Context: an optimization exercise on an open-source flow, tuned for small area, a short achievable clock period and few clock cycles. The choices shown serve that exercise and are no tape-out recipe.
Where RTL was checked, it was by simulation tests only, not by an equivalence proof against the original.
No functional check of the RTL was part of run 2.
No activity file was given, so power comes from the tool's default toggle rates.

File: design/flow/config.mk
export PLATFORM = sky130hd
export DESIGN_NAME = sixel_encoder
export DESIGN_NICKNAME = sixel_encoder
export VERILOG_FILES = /design/flow/design.v
export SDC_FILE = /design/flow/constraint.sdc
export NUM_CORES = 4
export LEC_CHECK = 0
export CAP_MARGIN = 20
export CORE_MARGIN = 2
export CORE_UTILIZATION = 40
export SLEW_MARGIN = 20
File: design/flow/constraint.sdc
create_clock -name core_clock -period 13.0 [get_ports {clk}]
set_input_delay 2.6000 -clock core_clock [delete_from_list [all_inputs] [get_ports {clk}]]
set_output_delay 2.6000 -clock core_clock [all_outputs]
set_load 0.01 [all_outputs]
File: design/flow/run.sh
#!/bin/bash
# synth_recipe.tcl (not shown) runs the flow's synth.tcl, then flattens the netlist and writes it again
# the make line also repeats each setting of config.mk as NAME=value (left out here)
make -C /OpenROAD-flow-scripts/flow DESIGN_CONFIG=/design/flow/config.mk WORK_HOME=/design/flow/orfs CLKGATE_MAP_FILE= SYNTH_SCRIPT=/design/flow/synth_recipe.tcl finish
File: design/flow/design.v
module sixel_encoder (
    input  wire        clk,
    input  wire        rst,           
    input  wire        start,         
    input  wire [15:0] width,
    input  wire [15:0] height,
    input  wire [15:0] dbuf_base,
    input  wire [7:0]  ncols,
    output reg         busy,
    output reg         done,
    output reg  [2:0]  err_code,
    output reg         mem_req,
    output reg  [15:0] mem_addr,
    input  wire [7:0]  mem_rdata,
    output reg         out_valid,
    output reg  [7:0]  out_data,
    input  wire        out_ready
);
    localparam E_NONE    = 3'd0;
    localparam E_PRECOND = 3'd3;
    localparam E_BUS     = 3'd6;
    localparam E_CONFIG  = 3'd7;
    localparam RS_IDLE = 3'd0;
    localparam RS_CHK  = 3'd1;    
    localparam RS_RD   = 3'd2;    
    localparam RS_CAP  = 3'd3;    
    localparam RS_ADV  = 3'd4;    
    localparam RS_END  = 3'd5;    
    localparam E_IDLE  = 4'd0;
    localparam E_HASH  = 4'd1;    
    localparam E_PCD   = 4'd2;    
    localparam E_FIRST = 4'd3;    
    localparam E_ACC   = 4'd4;    
    localparam E_RUN   = 4'd5;    
    localparam E_RDIG  = 4'd6;    
    localparam E_RCH   = 4'd7;    
    localparam E_TERM  = 4'd8;    
    localparam E_FIN   = 4'd9;    
    reg [15:0] w_r;
    reg [7:0]  n_r;
    reg        w1;            
    reg [2:0]  rs;
    reg [15:0] band_base;     
    reg [15:0] rows_left;     
    reg [15:0] col_rem;       
    reg [2:0]  k;             
    reg        dir;           
    reg        col0;          
    reg [7:0]  pc;            
    reg        cq_res;        
    reg        v_d;
    reg [2:0]  k_d;
    reg        cend_d;
    reg        slast_d;
    reg [5:0]  mask;
    reg [5:0]  colq;
    reg        colq_v;
    reg        colq_l;        
    reg [3:0]  es;
    reg [5:0]  cur;
    reg [2:0]  d4;
    reg [3:0]  d3, d2, d1, d0;
    reg [2:0]  di;
    reg        fin;
    wire       consume;       
    wire       more_bands = (rows_left > 16'd6);
    wire [2:0] rlast      = more_bands ? 3'd5 : (rows_left[2:0] - 3'd1);
    wire       cend       = dir ? (k == 3'd0) : (k == rlast);
    wire       slast      = (col_rem == 16'd1);
    wire       lastpc     = (pc == n_r);
    wire       capnow     = lastpc && col0 && !dir && (k == 3'd5) && more_bands && !w_r[0];
    reg  [15:0] opnd;
    reg         cin;
    always @(*) begin
        opnd = w_r;
        cin  = 1'b0;
        if (rs == RS_RD || rs == RS_ADV) begin
            if (cend) begin
                opnd = 16'd0;
                cin  = 1'b1;
            end else if (dir) begin
                opnd = ~w_r;
                cin  = 1'b1;
            end
        end
    end
    wire [16:0] sum = {1'b0, mem_addr} + {1'b0, opnd} + {16'd0, cin};
    wire [2:0] k_next   = dir ? (k - 3'd1) : (k + 3'd1);
    wire       nxt_cend = dir ? (k_next == 3'd0) : (k_next == rlast);
    wire       can_res  = w1 ? (!cq_res && es == E_FIRST) : (!cq_res || consume);
    wire       seg_cend = lastpc ? (rows_left == 16'd7) : (rlast == 3'd0);
    wire       out_free = !out_valid || out_ready;
    wire       len_le3  = (d4 == 3'd0) && (d3 == 4'd0) && (d2 == 4'd0) &&
                          (d1 == 4'd0) && (d0[3:2] == 2'b00);
    wire [2:0] len_top  = (d4 != 3'd0) ? 3'd4 :
                          (d3 != 4'd0) ? 3'd3 :
                          (d2 != 4'd0) ? 3'd2 :
                          (d1 != 4'd0) ? 3'd1 : 3'd0;
    wire       c0 = (d0 == 4'd9);
    wire       c1 = c0 && (d1 == 4'd9);
    wire       c2 = c1 && (d2 == 4'd9);
    wire       c3 = c2 && (d3 == 4'd9);
    wire [3:0] i0 = c0 ? 4'd0 : d0 + 4'd1;
    wire [3:0] i1 = c0 ? (c1 ? 4'd0 : d1 + 4'd1) : d1;
    wire [3:0] i2 = c1 ? (c2 ? 4'd0 : d2 + 4'd1) : d2;
    wire [3:0] i3 = c2 ? (c3 ? 4'd0 : d3 + 4'd1) : d3;
    wire [2:0] i4 = c3 ? d4 + 3'd1 : d4;
    function [9:0] pc_bcd;
        input [7:0] bin;
        integer i;
        reg [17:0] s;
        begin
            s = {10'd0, bin};
            for (i = 0; i < 8; i = i + 1) begin
                if (s[11:8]  >= 4'd5) s[11:8]  = s[11:8]  + 4'd3;
                if (s[15:12] >= 4'd5) s[15:12] = s[15:12] + 4'd3;
                s = s << 1;
            end
            pc_bcd = s[17:8];
        end
    endfunction
    wire [9:0] pcb    = pc_bcd(pc);
    wire [2:0] pc_top = (pcb[9:8] != 2'd0) ? 3'd2 : (pcb[7:4] != 4'd0) ? 3'd1 : 3'd0;
    reg [3:0] digit;
    always @(*) begin
        if (es == E_PCD) begin
            case (di[1:0])
                2'd2:    digit = {2'b00, pcb[9:8]};
                2'd1:    digit = pcb[7:4];
                default: digit = pcb[3:0];
            endcase
        end else begin
            case (di)
                3'd4:    digit = {1'b0, d4};
                3'd3:    digit = d3;
                3'd2:    digit = d2;
                3'd1:    digit = d1;
                default: digit = d0;
            endcase
        end
    end
    wire [7:0] sixchar = 8'h3F + {2'b00, cur};
    assign consume = colq_v && (es == E_FIRST || (es == E_ACC && colq == cur)) ||
                   out_free && !fin && ((es == E_RUN && len_le3 && d0 == 4'd1) || es == E_RCH);
    always @(posedge clk) begin
        if (rst) begin
            rs        <= RS_IDLE;
            es        <= E_IDLE;
            busy      <= 1'b0;
            done      <= 1'b0;
            mem_req   <= 1'b0;
            out_valid <= 1'b0;
            cq_res    <= 1'b0;
            colq_v    <= 1'b0;
            v_d       <= 1'b0;
            cend_d    <= 1'b0;
        end else begin
            done <= 1'b0;
            v_d     <= mem_req;
            k_d     <= k;
            cend_d  <= mem_req && cend;
            slast_d <= slast;
            if (v_d) begin
                if (cend_d) begin
                    colq   <= mask | ({5'd0, mem_rdata == pc} << k_d);
                    colq_v <= 1'b1;
                    colq_l <= slast_d;
                    mask   <= 6'd0;
                    if (slast_d) pc <= lastpc ? 8'd0 : pc + 8'd1;
                end else begin
                    mask   <= mask | ({5'd0, mem_rdata == pc} << k_d);
                end
            end
            case (rs)
                RS_IDLE: begin
                    if (start) begin
                        w_r       <= width;
                        n_r       <= ncols;
                        w1        <= (width == 16'd1);
                        rows_left <= height;
                        band_base <= dbuf_base;
                        mem_addr  <= dbuf_base;
                        col_rem   <= height;
                        busy      <= 1'b1;
                        rs        <= RS_CHK;
                    end
                end
                RS_CHK: begin
                    if (n_r == 8'd0) begin
                        err_code <= E_PRECOND;
                        done     <= 1'b1;
                        busy     <= 1'b0;
                        rs       <= RS_IDLE;
                    end else if (w_r == 16'd0 || rows_left == 16'd0) begin
                        err_code <= E_CONFIG;
                        done     <= 1'b1;
                        busy     <= 1'b0;
                        rs       <= RS_IDLE;
                    end else if (sum[16] && (sum[15:0] != 16'd0 || !slast)) begin
                        err_code <= E_BUS;
                        done     <= 1'b1;
                        busy     <= 1'b0;
                        rs       <= RS_IDLE;
                    end else if (slast) begin
                        err_code <= E_NONE;
                        mem_addr <= band_base;
                        col_rem  <= w_r;
                        k        <= 3'd0;
                        dir      <= 1'b0;
                        col0     <= 1'b1;
                        pc       <= 8'd0;
                        mem_req  <= !(w1 && rows_left == 16'd1);
                        mask     <= 6'd0;
                        rs       <= RS_RD;
                        es       <= E_HASH;
                    end else begin
                        mem_addr <= sum[15:0];
                        col_rem  <= col_rem - 16'd1;
                    end
                end
                RS_RD: begin
                    if (mem_req && capnow) begin
                        mem_req <= 1'b0;
                        rs      <= RS_CAP;
                        cq_res  <= 1'b1;       
                    end else if (mem_req) begin
                        if (cend) begin
                            cq_res <= 1'b1;
                            if (slast) begin
                                if (lastpc && !more_bands) begin
                                    mem_req <= 1'b0;
                                    rs      <= RS_END;
                                end else begin
                                    if (lastpc) rows_left <= rows_left - 16'd6;
                                    if (lastpc && w_r[0]) begin
                                        mem_addr  <= sum[15:0];
                                        band_base <= sum[15:0];
                                    end else begin
                                        mem_addr  <= band_base;
                                    end
                                    col_rem  <= w_r;
                                    k        <= 3'd0;
                                    dir      <= 1'b0;
                                    col0     <= 1'b1;
                                    mem_req  <= !seg_cend;
                                end
                            end else begin
                                mem_addr <= sum[15:0];
                                col_rem  <= col_rem - 16'd1;
                                dir      <= ~dir;
                                col0     <= 1'b0;
                                mem_req  <= (rlast != 3'd0);
                            end
                        end else begin
                            mem_addr <= sum[15:0];
                            k        <= k_next;
                            mem_req  <= !nxt_cend || can_res;
                        end
                    end else begin
                        mem_req <= !cend || can_res;
                    end
                end
                RS_CAP: begin
                    band_base <= sum[15:0];
                    rs        <= RS_ADV;
                end
                RS_ADV: begin
                    mem_addr <= sum[15:0];
                    col_rem  <= col_rem - 16'd1;
                    dir      <= 1'b1;
                    col0     <= 1'b0;
                    mem_req  <= 1'b1;
                    rs       <= RS_RD;
                end
                default: ;
            endcase
            case (es)
                E_HASH: if (out_free) begin
                    out_valid <= 1'b1;
                    out_data  <= 8'h23;
                    di        <= pc_top;
                    es        <= E_PCD;
                end
                E_PCD: if (out_free) begin
                    out_valid <= 1'b1;
                    out_data  <= {4'h3, digit};
                    di        <= di - 3'd1;
                    if (di == 3'd0) es <= E_FIRST;
                end
                E_FIRST: begin
                    if (out_ready) out_valid <= 1'b0;
                    if (colq_v) begin
                        cur <= colq;
                        {d4, d3, d2, d1, d0} <= 19'd1;
                        if (colq_l) begin
                            fin <= 1'b1;
                            es  <= E_RUN;
                        end else begin
                            es  <= E_ACC;
                        end
                    end
                end
                E_ACC: begin
                    if (out_ready) out_valid <= 1'b0;
                    if (colq_v) begin
                        if (colq == cur) begin
                                {d4, d3, d2, d1, d0} <= {i4, i3, i2, i1, i0};
                            if (colq_l) begin
                                fin <= 1'b1;
                                es  <= E_RUN;
                            end
                        end else begin
                            fin <= 1'b0;
                            es  <= E_RUN;
                        end
                    end
                end
                E_RUN: if (out_free) begin
                    out_valid <= 1'b1;
                    if (len_le3) begin
                        out_data <= sixchar;
                        d0       <= d0 - 4'd1;
                        if (d0 == 4'd1) begin
                            if (fin) begin
                                es <= E_TERM;
                            end else begin
                                        cur <= colq;
                                {d4, d3, d2, d1, d0} <= 19'd1;
                                fin <= colq_l;
                                es  <= colq_l ? E_RUN : E_ACC;
                            end
                        end
                    end else begin
                        out_data <= 8'h21;
                        di       <= len_top;
                        es       <= E_RDIG;
                    end
                end
                E_RDIG: if (out_free) begin
                    out_valid <= 1'b1;
                    out_data  <= {4'h3, digit};
                    di        <= di - 3'd1;
                    if (di == 3'd0) es <= E_RCH;
                end
                E_RCH: if (out_free) begin
                    out_valid <= 1'b1;
                    out_data  <= sixchar;
                    if (fin) begin
                        es <= E_TERM;
                    end else begin
                        cur <= colq;
                        {d4, d3, d2, d1, d0} <= 19'd1;
                        fin <= colq_l;
                        es  <= colq_l ? E_RUN : E_ACC;
                    end
                end
                E_TERM: if (out_free) begin
                    out_valid <= 1'b1;
                    out_data  <= (pc == 8'd0) ? 8'h2D : 8'h24;
                    es        <= (rs == RS_END) ? E_FIN : E_HASH;
                end
                E_FIN: if (out_free) begin
                    out_valid <= 1'b0;
                    done      <= 1'b1;
                    busy      <= 1'b0;
                    rs        <= RS_IDLE;
                    es        <= E_IDLE;
                end
                default: ;
            endcase
            if (consume) begin
                colq_v <= 1'b0;
                cq_res <= 1'b0;
            end
        end
    end
endmodule
==> results of run 1 <==
report_power, final:
part / total, uW / internal [uW] / switching, uW
clock network: 507 / 255 / 251
registers: 667 / 639 / 27.4
logic: 370 / 160 / 210
metal layers:
| layer | GRT usage (%) | vias to the layer above |
|---|---|---|
| met3 | 3.98 | 52 |
| met1 | 27.3 | 4988 |
| met2 | 34.1 | 314 |
| met5 | 0 | - |
| li1 | - | 5131 |
| met4 | 6.19 | 0 |
state kept, by name (all words and copies together), names as in the netlist, 3 cells and up:
name and flops:
w_r 16, rows_left 16, d3 4, rs 3, di 3, out_data 7
cur 6, d4 3, mask 6, colq 6, col_rem 16, mem_addr 16
pc 8, d1 4, d0 4, n_r 8, d2 4, es 4
k_d 3, k 3, band_base 16, err_code 3
final cells by class:
type                    instances  area, um2  share of cell area [%]
multi-input cells            1070       6940                    48.5
clock buffers                  17        425                    2.97
well taps                     396        495                    3.46
repair buffers                111       1080                    7.52
clock inverters                15        150                    1.05
inverters                      50        188                    1.31
flip-flops and latches        173       5040                    35.2
stage by stage:
stage	hold WS (ns)	power [uW]	std cells	area, um2	setup slack, ns
after floorplan	0.424	929	1362	12400	6.75
after global placement	0.461	1040	1800	13700	6.04
after detailed placement	0.462	1040	1800	13700	5.85
after CTS	0.468	1550	1832	14300	5.82
after global routing	0.478	1620	1832	14300	5.29
final	0.469	1540	1832	14300	5.76
worst paths after layout:
check | from | end | slack [ns] | depth (start not counted)
setup / recovery | rs[0]$_SDFF_PP0_ | mem_addr[10]$_DFFE_PP_ | 5.76 | 19
hold / removal | colq[1]$_DFFE_PP_ | cur[1]$_DFFE_PP_ | 0.47 | 0
setup reg to reg | rs[0]$_SDFF_PP0_ | mem_addr[10]$_DFFE_PP_ | 5.76 | 19
hold reg to reg | colq[1]$_DFFE_PP_ | cur[1]$_DFFE_PP_ | 0.47 | 0
cell usage in the layout, fill, tap and decap left out, types with 13 or more instances in the layout:
cell	instances
clkbuf_16	17
ha_1	64
xnor2_1	76
nand4_1	13
mux2i_1	23
nor2b_1	25
buf_4	14
nor3_1	34
dfxtp_1	15
inv_1	48
nand3_1	29
a21oi_1	86
nor4_1	18
a21o_1	19
nand2b_1	22
nor2_1	156
a22oi_1	24
clkdlybuf4s50_1	97
edfxtp_1	158
nand2_1	132
xor2_1	23
o21ai_0	105
cells by family (layout without fill, tap and decap cells):
group,after synthesis,after routing,synth area share (%)
simple gates,515,515,20.6
compound gates,362,362,18.9
flops,173,173,40.7
buf+inv,119,193,3.64
xor+xnor,100,100,7.17
fa+ha+maj,67,67,6.94
mux,25,25,2.04
other cells,1,1,0.0302
==> qor.yml, run 1 <==
floorplanning:
  die_x_um: 180
  num_rows: 64
  core_area_um2: 30600
  die_y_um: 180
  num_io_pins: 99
  dieArea_um2: 32400
  initial_core_util_pct: 40.6
clocking:
  cts_sinks: 173
  ctsHoldBuffers: 0
  root_buffer: "clkbuf_16"
  clk-insertion-delay-late_ns: 0.46
  ctsHtreeMaxLevel: 4
  cts_inserted_buffers: 17
  cts_buffer_depth: 2
  clkTransAtPathRegs_ns: 0.08
  cts_resized: 0
  tritoncts: "done"
  post_cts_buffers: 0
global_route:
  grt_max_degree: 38
  grt_overflow_total: 0
  grt_pass1_vias: 10200
  grt_first_pass_wirelength_um: 53700
  antenna_found_initial: 0
  track_usage_pct: 20.6
synth:
  ys_ff_latch: 173
  synth_commonest_cells: "edfxtp_1 (158), nor2_1 (158), nand2_1 (132)"
  synth_top_area_share_pct: 38.2
  async_reset_ff_share_pct: 0
  netlist_area_um2: 12400
  yosysWarnings: 1
  ys_top_cells_by_area: "edfxtp_1 (38%), ha_1 (6.5%), xnor2_1 (5.4%)"
  postSynthAreaPerCell_um2: 9.11
  synth-seq-area-share_pct: 40.7
  synth_top_area_cell: "edfxtp_1"
  synth_edf_count: 158
  synth_fp_nets: 1497
  ys.flop_type: "edfxtp_1"
  yosysUniqueCellTypes: 85
  synthCells: 1362
layout:
  utilization_pct: 46.8
  antenna_cells: 0
  nFillCells: 2911
  areaGrowthSynthToFinish_pct: 15.4
  drive_gt1_share_pct: 5.08
  layout.nets: 1558
sta:
  fin_crit_sh_pct: 55.7
  hold_viol: 0
  drv_slew: 0
  tns_ns: 0
  worst_clock_skew_ns: 0.0157
  min_period_ns: 7.24
  max-slew-margin-rel_pct: 32.3
  setup_viol: 0
  worst_pin_slew_ns: 1.01
  fmax_ghz: 0.138
  rsz0062_at_grt: "false"
routing:
  vias: 10500
  top_layer: "met4"
  wirelength_met1_um: 14900
  wl_per_cell_um: 18.3
  ant_nets: 0
  drcViolationCount: 0
  first_iter_violations: 728
  met3WireLength_um: 1820
  viasPerCell: 5.72
  first_pass_iters: 5
  routed_wl_um: 33400
  dr_wl_met2_um: 16000
critical_path:
  worst-path-max-fanout: 19
  critPathTopFamily: "simple AND/OR/NAND/NOR gates"
  critPathMostFrequentCell: "fa_1"
  required_ns: 13.14
  crit_chain: "nor2b_1 -> nor2_1 -> or2_2 -> nand2_1 -> and3_1 -> xor2_1 -> o21ai_0 -> fa_1 -> inv_1 -> fa_1 -> nand3b_1 -> or4_1 -> or4b_4 -> nor4_4 -> a22oi_2 -> o21ba_1 -> o32a_1 -> a2111oi_4 -> buf_4"
  worstPathArrival_ns: 7.38
  worstSetupStartpointType: "register"
  crit_type: "reg -> reg"
  cp_slowest_cell: "and3_1"
  cp_slowest_stage_delay_ns: 0.78
  worst_setup_path_end_kind: "register"
  cp_num_buf_inv: 2
power_and_ir_drop:
  peakVddDrop_mv: 0.0965
  total_leakage_power_uw: 0.00528
  power_density_nw_per_um2: 108
placed_design:
  port_buffers: 97
  dp.final_hpwl_um: 25100
  gp_congestion: 0.879
hold_path:
  min_path_type: "reg -> reg"
job:
  drv_cap: 0
status:
  status: "no timing/DRC/antenna violations"
Testbench counts, summed over its fixed seeds: cycles 135,089.
==> inputs of run 2 (changes only) <==
--- a/design/flow/design.v
+++ b/design/flow/design.v
@@ -63,5 +63,4 @@
     reg [2:0]  di;
     reg        fin;
-    wire       consume;       
     wire       more_bands = (rows_left > 16'd6);
     wire [2:0] rlast      = more_bands ? 3'd5 : (rows_left[2:0] - 3'd1);
@@ -88,5 +87,5 @@
     wire [2:0] k_next   = dir ? (k - 3'd1) : (k + 3'd1);
     wire       nxt_cend = dir ? (k_next == 3'd0) : (k_next == rlast);
-    wire       can_res  = w1 ? (!cq_res && es == E_FIRST) : (!cq_res || consume);
+    wire       can_res  = !cq_res && !(w1 && es != E_FIRST);
     wire       seg_cend = lastpc ? (rows_left == 16'd7) : (rlast == 3'd0);
     wire       out_free = !out_valid || out_ready;
@@ -141,6 +140,5 @@
     end
     wire [7:0] sixchar = 8'h3F + {2'b00, cur};
-    assign consume = colq_v && (es == E_FIRST || (es == E_ACC && colq == cur)) ||
-                   out_free && !fin && ((es == E_RUN && len_le3 && d0 == 4'd1) || es == E_RCH);
+    reg consume;
     always @(posedge clk) begin
         if (rst) begin
@@ -275,4 +273,5 @@
                 default: ;
             endcase
+            consume = 1'b0;
             case (es)
                 E_HASH: if (out_free) begin
@@ -291,4 +290,5 @@
                     if (out_ready) out_valid <= 1'b0;
                     if (colq_v) begin
+                        consume = 1'b1;
                         cur <= colq;
                         {d4, d3, d2, d1, d0} <= 19'd1;
@@ -305,5 +305,6 @@
                     if (colq_v) begin
                         if (colq == cur) begin
-                                {d4, d3, d2, d1, d0} <= {i4, i3, i2, i1, i0};
+                            consume = 1'b1;
+                            {d4, d3, d2, d1, d0} <= {i4, i3, i2, i1, i0};
                             if (colq_l) begin
                                 fin <= 1'b1;
@@ -325,5 +326,6 @@
                                 es <= E_TERM;
                             end else begin
-                                        cur <= colq;
+                                consume = 1'b1;
+                                cur <= colq;
                                 {d4, d3, d2, d1, d0} <= 19'd1;
                                 fin <= colq_l;
@@ -349,4 +351,5 @@
                         es <= E_TERM;
                     end else begin
+                        consume = 1'b1;
                         cur <= colq;
                         {d4, d3, d2, d1, d0} <= 19'd1;
==> run 2 against run 1 <==
  * Via count up 1.7%
  * Hold slack gained 0.0034 ns
  * Sequential share of layout area hardly changed
  * Synthesized cell count fell by 1.1%
  * Routed wire length is 4.1% higher
  * Maximum frequency is 5.7% lower
  * Non-clock buffer count did not move
  * Die area is 0.29% lower
  * Worst setup slack worse by 0.43 ns
  * Sequential cell count did not move
  * Global-route usage rose by 0.65 points
  * Core utilization grew 0.094 points
  * Critical path type unchanged
==> qor.yml, run 2 <==
sta:
  min_period_ns: 7.68  # +0.434 ns
  fmax_ghz: 0.130  # -5.7%
  rsz0062_at_grt: "false"
  setup_viol: 0  # unchanged
  max-slew-margin-rel_pct: 30.3  # -2.0 points
  hold_viol: 0  # unchanged
  drv_slew: 0  # unchanged
  worst_clock_skew_ns: 0.0157  # -0.0000139 ns
  tns_ns: 0  # unchanged
  fin_crit_sh_pct: 59.1  # +3.3 points
  worst_pin_slew_ns: 1.04  # +0.0291 ns
hold_path:
  worstHoldEndpoint: "cur[2]$_DFFE_PP_"
  hold_path_depth: 0  # unchanged
  hold_path_startpoint: "colq[2]$_DFFE_PP_"
  min_path_type: "reg -> reg"
layout:
  seq_area_um2: 5040  # unchanged
  drive_gt1_share_pct: 5.74  # +0.66 points
  utilization_pct: 46.9  # +0.094 points
  antenna_cells: 0  # unchanged
  layout.nets: 1552  # -0.39%
  layout_commonest_cell: "edfxtp_1"
  multi_input_area_um2: 6850  # -1.3%
  final_cell_mix: "edfxtp_1 (158), nor2_1 (147), o21ai_0 (114), clkdlybuf4s50_1 (97), nand2_1 (95)"
  areaGrowthSynthToFinish_pct: 15.7
  nFillCells: 2955  # +1.5%
synth:
  ys.flop_type: "edfxtp_1"
  ys_ff_latch: 173  # unchanged
  synth_top_area_share_pct: 38.4  # +0.11 points
  synth_fp_nets: 1484  # -0.87%
  synth_edf_count: 158  # unchanged
  synth-seq-area-share_pct: 40.8  # +0.12 points
  synthCells: 1347  # -1.1%
  synth_top_area_cell: "edfxtp_1"
  synth_commonest_cells: "edfxtp_1 (158), nor2_1 (149), o21ai_0 (114)"
  yosysMostFrequentCell: "edfxtp_1"
  async_reset_ff_share_pct: 0  # unchanged
  yosysWarnings: 1  # unchanged
  ys_top_cells_by_area: "edfxtp_1 (38%), ha_1 (6.7%), xnor2_1 (4.8%)"
  postSynthAreaPerCell_um2: 9.18  # +0.82%
  netlist_area_um2: 12400  # -0.29%
  yosysUniqueCellTypes: 82  # -3.5%
floorplanning:
  dieArea_um2: 32300  # -0.29%
  core_area_um2: 30500  # -0.26%
  num_io_pins: 99  # unchanged
  die_x_um: 180  # -0.14%
  num_rows: 64  # unchanged
  initial_core_util_pct: 40.5  # about the same
  die_y_um: 180  # -0.14%
critical_path:
  cp_slowest_cell: "a2111oi_1"
  critPathMostFrequentCell: "ha_1"
  required_ns: 13.20  # +0.06 ns
  worst_setup_path_end_kind: "register"
  worst-path-max-fanout: 11  # -8
  regToRegSetupSlack_ns: 5.32  # -0.43 ns
  worstPathArrival_ns: 7.88  # +0.50 ns
  worstSetupStartpointType: "register"
  r2r-end: "out_data[2]$_DFFE_PP_"
  crit_type: "reg -> reg"
  reg2reg_depth: 30  # +11
  cp_slowest_stage_delay_ns: 0.67  # -0.11 ns
  rr_startpoint: "pc[5]$_DFFE_PN_"
routing:
  drcViolationCount: 0  # unchanged
  routed_wl_um: 34800  # +4.1%
  viasPerCell: 5.85  # +2.2%
  wl_per_cell_um: 19.1  # +4.6%
  ant_nets: 0  # unchanged
  first_iter_violations: 935  # +28%
  first_pass_iters: 6  # +1
  vias: 10700  # +1.7%
clocking:
  root_buffer: "clkbuf_16"
  cts_inserted_buffers: 17  # unchanged
  clk-insertion-delay-late_ns: 0.44  # -0.02 ns
  ctsHoldBuffers: 0  # unchanged
  cts_buffer_depth: 2  # unchanged
  ctsHtreeMaxLevel: 4  # unchanged
  clkTransAtPathRegs_ns: 0.08  # about the same
  post_cts_buffers: 0  # unchanged
  cts_resized: 0  # unchanged
  tritoncts: "done"
  cts_sinks: 173  # unchanged
placed_design:
  gp_congestion: 0.948  # +7.9%
  port_buffers: 97  # unchanged
  dp.final_hpwl_um: 26600  # +6.2%
status:
  status: "no timing/DRC/antenna violations"
power_and_ir_drop:
  power_density_nw_per_um2: 109  # +1.2%
  peakVddDrop_mv: 0.0829  # -14%
  total_leakage_power_uw: 0.00527  # -0.28%
global_route:
  grt_overflow_total: 0  # unchanged
  grt_first_pass_wirelength_um: 55200  # +2.8%
  grt_pass1_vias: 10200  # +0.45%
  track_usage_pct: 21.2  # +0.65 points
  grt_max_degree: 36  # -5.3%
  antenna_found_initial: 0  # unchanged
job:
  drv_cap: 0  # unchanged
-- run 2: report_power, final --
part | switching [uW] | total, uW | internal [uW]
sequential | 27.1 | 667 | 640
combinational | 231 | 398 | 166
clock | 244 | 496 | 253
-- run 2: worst max-delay path by stage --
| stage | to | start | cells past startpoint | slack (ns) |
|---|---|---|---|---|
| 2_1_floorplan | mem_addr[0]$_DFFE_PP_ | rows_left[5]$_DFFE_PP_ | 22 | 5.57 |
| 3_3_place_gp | pc[7]$_DFFE_PN_ | rows_left[5]$_DFFE_PP_ | 22 | 5.53 |
| 3_5_place_dp | pc[5]$_DFFE_PN_ | rows_left[5]$_DFFE_PP_ | 22 | 5.36 |
| 4_1_cts | pc[5]$_DFFE_PN_ | rows_left[5]$_DFFE_PP_ | 22 | 5.37 |
| 5_1_grt | out_data[2]$_DFFE_PP_ | pc[5]$_DFFE_PN_ | 30 | 4.55 |
| 6_report | out_data[2]$_DFFE_PP_ | pc[5]$_DFFE_PN_ | 30 | 5.32 |
-- run 2: final cells by class --
type / count / share of cell area, %
clock buffers: 18 / 3.00
clock inverters: 14 / 0.866
repair buffers: 111 / 7.52
inverters: 78 / 2.05
multi-input cells: 1034 / 47.8
flip-flops and latches: 173 / 35.3
well taps: 396 / 3.46
-- run 2: kinds of logic (layout without fill, tap and decap cells) --
| group | Yosys count | in the layout | share of synthesized area (%) |
|---|---|---|---|
| AND/OR/NAND/NOR | 458 | 458 | 18.4 |
| AO/OA/AOI/OAI | 381 | 381 | 20.1 |
| flip-flops | 173 | 173 | 40.8 |
| buffers and inverters | 140 | 221 | 4.35 |
| XOR/XNOR | 95 | 95 | 6.73 |
| adder cells (fa/ha/maj) | 69 | 69 | 7.16 |
| multiplexers | 30 | 30 | 2.51 |
| other | 1 | 1 | 0.0303 |
-- run 2: stage by stage --
stage | instances | total power [uW] | hold WS (ns) | cell area (um2) | worst slack, ns
2_1_floorplan | 1347 | 945 | 0.424 | 12400 | 5.57
3_3_place_gp | 1792 | 1070 | 0.458 | 13700 | 5.53
3_5_place_dp | 1792 | 1070 | 0.457 | 13700 | 5.36
4_1_cts | 1824 | 1570 | 0.475 | 14300 | 5.37
5_1_grt | 1824 | 1640 | 0.487 | 14300 | 4.55
6_report | 1824 | 1560 | 0.472 | 14300 | 5.32
-- run 2: worst max-delay path: cells and delay by family (launching register included) --
| family | cells | cell delay, ns |
|---|---|---|
| compound gates | 7 | 2.33 |
| xor+xnor | 2 | 0.69 |
| fa+ha+maj | 6 | 1.42 |
| buf+inv | 3 | 0.32 |
| flops | 1 | 0.62 |
| mux | 2 | 0.36 |
| simple gates | 10 | 1.73 |
-- run 2: metal layers --
layer / track usage [%] / up-vias / part of all wire, %
met4: 6.05 / 0 / 2.2
met3: 2.76 / 43 / 5.2
met1: 28.4 / 5094 / 44
li1: - / 5159 / -
met5: 0 / - / 0
met2: 35.9 / 368 / 48

[re-timing with driven ports]
The flow's constraints put no driver on any port. The routed layouts listed below were extracted and timed again, unchanged, in two steps. Step 1: set_driving_cell puts a clkbuf_16 on clk and a buf_2 on each other input, an assumption about the parent block. Step 2, shift: input delay + t, output delay - t, t = (earliest + latest rising clock arrival at the registers) / 2. This alone moves slack from input paths to output paths. Slacks: no drivers / after step 1 / after step 2; pairs: no drivers / after step 1.
run | t (ns) | setup WS [ns] | slew at the worst register clock pin (ns)
run 1 | 0.498 | 5.756 / 5.756 / 5.756 | 0.08 / 0.08
run 2 | 0.485 | 5.321 / 5.321 / 5.321 | 0.08 / 0.08
After both steps setup and hold are still met in every run listed.
